This design comes from an exercise in tuning for small area, a short achievable clock period and few clock cycles on the open sky130 flow, not from production work.
Where RTL was checked, it was by simulation tests only, not by an equivalence proof against the original.
Power figures rest on the tool's default switching activity, not on a simulated workload.

## the baseline
Design passende_enc, start of the top module:
module passende_enc (
    input  wire        clk,
    input  wire        rst,             
    input  wire [6:0]  cfg_dpg,
    input  wire [1:0]  cfg_round,       
    input  wire [5:0]  cfg_mask_len,
    input  wire [62:0] cfg_mask,
    input  wire        cmd_valid,
    output wire        cmd_ready,
    input  wire [7:0]  cmd,
    input  wire [31:0] op_min,
    input  wire [31:0] op_max,
    input  wire [31:0] op_val,
    input  wire [31:0] op_n,
    output wire        rsp_valid,
    input  wire        rsp_ready,
    output wire [1:0]  rsp_kind,
    output wire [31:0] rsp_cnt,
    output wire        out_valid,
    input  wire        out_ready,
    output wire [7:0]  out_char
);
    localparam [31:0] POLY = 32'hEDB88320;
    localparam [3:0] S_IDLE = 4'b0001;    
    localparam [3:0] S_PREP = 4'b0010;    
    localparam [3:0] S_RUN  = 4'b0100;    
    localparam [3:0] S_RSP  = 4'b1000;    
    localparam [1:0] M_DATA  = 2'd0;
    localparam [1:0] M_CHECK = 2'd1;
    localparam [1:0] M_PAD   = 2'd2;
    reg [62:0] mask;
    reg [5:0]  mlen;            
    reg [6:0]  dpg;
    reg        pg;              
    reg        pc;              
    reg [31:0] crc;
    reg [4:0]  pa;              
    reg [31:0] ccount;          
    reg [5:0]  cs;              
    reg [4:0]  sacc;            
    reg [4:0]  nb;              
    reg [6:0]  rem;             
    reg        started;         
    reg [3:0]  state;
    reg [1:0]  mode;
    reg [31:0] cnt;             
    reg [31:0] vlow;            
    reg        vswp;            
    reg        negA;            
    reg        gtA;             
    reg [5:0]  da;              
    reg        dvalid;          
    reg        kind;
    reg        ov;
    reg        osep;
    reg [7:0]  ochar;
    function [7:0] sym_char;
        input [4:0] v;
        begin
            if (v < 5'd26)
                sym_char = 8'h41 + {3'b000, v};
            else case (v)
                5'd26:   sym_char = "2";
                5'd27:   sym_char = "3";
                5'd28:   sym_char = "6";
  ...
clock: 10.0 ns
lec_check: 0
cap_margin: 20
core_margin: 2
core_utilization: 25
place_density: 0.5
setup_slack_margin: 5
slew_margin: 20
tns_end_percent: 5
standard.sh (not shown) runs the stock make flow with config.mk's settings and CLKGATE_MAP_FILE= SYNTH_SCRIPT=/design/flow/synth_recipe.tcl, a recipe that flattens the netlist after the stock synthesis.
==> flow/flow/run.sh <==
#!/bin/bash
set -euo pipefail
bash standard.sh SETUP_SLACK_MARGIN=5.5 finish > standard_flow.log 2>&1
Testbench counts of the baseline, summed over its fixed seeds: cycles 16,110.
The following lists how the candidate was set up differently from the baseline:
-- flow/design.v --
<<< the baseline, line 262
                          ({4{th[3]}} & (cc0 + 4'd3)) | ({4{th[4]}} & (cc0 + 4'd4)) |
                          ({4{th[5]}} & (cc0 + 4'd5));
    wire [31:0] cc_e    = {cc_loe[3] ? cc_hi1 : ccount[31:3], cc_loe[2:0]};
    wire [3:0]  cc_lo1  = cc0 + 4'd1;
    wire [31:0] cc_1    = {cc_lo1[3] ? cc_hi1 : ccount[31:3], cc_lo1[2:0]};
    wire [4:0]  pa_z    = ({5{nb[0]}} & pa)          | ({5{nb[1]}} & (pa + 5'd1)) |
                          ({5{nb[2]}} & (pa + 5'd2)) | ({5{nb[3]}} & (pa + 5'd3)) |
>>> the candidate, line 262
                          ({4{th[3]}} & (cc0 + 4'd3)) | ({4{th[4]}} & (cc0 + 4'd4)) |
                          ({4{th[5]}} & (cc0 + 4'd5));
    wire [3:0]  cc_lo1  = cc0 + 4'd1;
    wire [4:0]  pa_z    = ({5{nb[0]}} & pa)          | ({5{nb[1]}} & (pa + 5'd1)) |
                          ({5{nb[2]}} & (pa + 5'd2)) | ({5{nb[3]}} & (pa + 5'd3)) |
<<< the baseline, line 283
    wire        dvl_e   = (da[5:3] != 3'd0) | (da[2] & (da[1] | da[0]));    
    wire [5:0] cs_5 = (mr > 6'd5) ? (cs + 6'd5) : (6'd5 - mr);
    wire [7:0] char_e = sym_char(sym);
    wire       c_1    = |({nb[0], nb[1], nb[2], nb[3], nb[4]} & RWc);
    wire       m_1    = |({nb[0], nb[1], nb[2], nb[3], nb[4]} & MW);
>>> the candidate, line 281
    wire        dvl_e   = (da[5:3] != 3'd0) | (da[2] & (da[1] | da[0]));    
    wire [5:0] cs_5 = (mr > 6'd5) ? (cs + 6'd5) : (6'd5 - mr);
    wire       c_1    = |({nb[0], nb[1], nb[2], nb[3], nb[4]} & RWc);
    wire       m_1    = |({nb[0], nb[1], nb[2], nb[3], nb[4]} & MW);
<<< the baseline, line 289
    wire       w1     = b_in ^ m_1;
    wire       full1  = nb[4];
    wire [7:0] char_0 = sym_char(sacc);
    wire [7:0] char_1 = sym_char(sacc | 5'd1);
    wire [4:0] one_n  = {nb[0], nb[1], nb[2], nb[3], nb[4]};
    wire [31:0] crc_1 = (crc >> 1) ^ (cmd[4] ? POLY : 32'd0);
>>> the candidate, line 286
    wire       w1     = b_in ^ m_1;
    wire       full1  = nb[4];
    wire [4:0] one_n  = {nb[0], nb[1], nb[2], nb[3], nb[4]};
    wire [31:0] crc_1 = (crc >> 1) ^ (cmd[4] ? POLY : 32'd0);
<<< the baseline, line 328
    wire step_e   = fire | (accept & is_result & pad_work);
    wire step_1   = accept & (is_wbit | is_wchk);
    assign cmd_ready = idle;
    assign rsp_valid = state[3];
>>> the candidate, line 323
    wire step_e   = fire | (accept & is_result & pad_work);
    wire step_1   = accept & (is_wbit | is_wchk);
    wire [7:0]  char_e  = sym_char(step_1 ? {sacc[4:1], w1} : sym);
    wire [3:0]  cc_lo   = step_1 ? cc_lo1 : cc_loe;
    wire [31:0] cc_next = {cc_lo[3] ? cc_hi1 : ccount[31:3], cc_lo[2:0]};
    assign cmd_ready = idle;
    assign rsp_valid = state[3];
<<< the baseline, line 361
                end else if (src_chk) begin
                    if (ge) pa <= pa + 5'd5;
                    ccount <= cc_e;
                end else begin
                    pa  <= pa_z;
>>> the candidate, line 359
                end else if (src_chk) begin
                    if (ge) pa <= pa + 5'd5;
                    ccount <= cc_next;
                end else begin
                    pa  <= pa_z;
<<< the baseline, line 390
                end else begin
                    if (full1) pa <= pa + 5'd5;
                    ccount <= cc_1;
                end
                if (full1) begin
>>> the candidate, line 388
                end else begin
                    if (full1) pa <= pa + 5'd5;
                    ccount <= cc_next;
                end
                if (full1) begin
<<< the baseline, line 400
                    ov    <= 1'b1;
                    osep  <= sep_c;
                    ochar <= w1 ? char_1 : char_0;
                end else begin
                    sacc  <= w1 ? (sacc | one_n) : sacc;
>>> the candidate, line 398
                    ov    <= 1'b1;
                    osep  <= sep_c;
                    ochar <= char_e;
                end else begin
                    sacc  <= w1 ? (sacc | one_n) : sacc;
## What came out
- Compared to the baseline, the candidate shows a narrower setup margin.
- Setup fix buffers added after clock tree synthesis: the baseline and the candidate compared, higher one is the candidate
- The candidate: flow completed, timing, DRC and antenna clean
- The candidate ended up with a higher share of total power in combinational logic than the baseline did.
- Against the baseline as the reference, the candidate delivers a higher total power draw.
- The slack of the worst reg-to-reg path of the candidate was inferior to that of the baseline.
- The candidate ends up with higher instance count on the critical path than the baseline does.
- Fraction of synthesized cell area in xor and xnor cells: the candidate vs the baseline up 0.46 points
- Sequential standard cell area: the candidate vs the baseline — no meaningful difference
- Min post-layout net count across the baseline and the candidate: the candidate
No functional check of the RTL was part of the candidate.

## re-timing with driven ports
Ports are ideal in the flow. The routed layouts listed here were re-timed in OpenROAD.
Step 1: set_driving_cell puts a clkbuf_16 on clk and a buf_2 on each other input, an assumption about the parent block.
Step 2, shift: input delay + t, output delay - t, t = (earliest + latest rising clock arrival at the registers) / 2. This alone moves slack from input paths to output paths.
Three values: ideal ports, drivers, drivers and shift; two values: the first two.
run | t, ns | setup WS [ns] | hold WS [ns] | latest minus earliest clock arrival (ns)
the baseline | 0.635 | 5.500 / 5.513 / 4.878 | 0.458 / 0.458 / 0.458 | 0.026 / 0.025
the candidate | 0.634 | 5.312 / 5.361 / 4.727 | 0.456 / 0.456 / 0.456 | 0.021 / 0.022
After both steps setup and hold are still met in every run listed. For the baseline, which loses most, drivers alone change the setup slack by +0.013 ns; drivers and shift together by -0.622 ns.
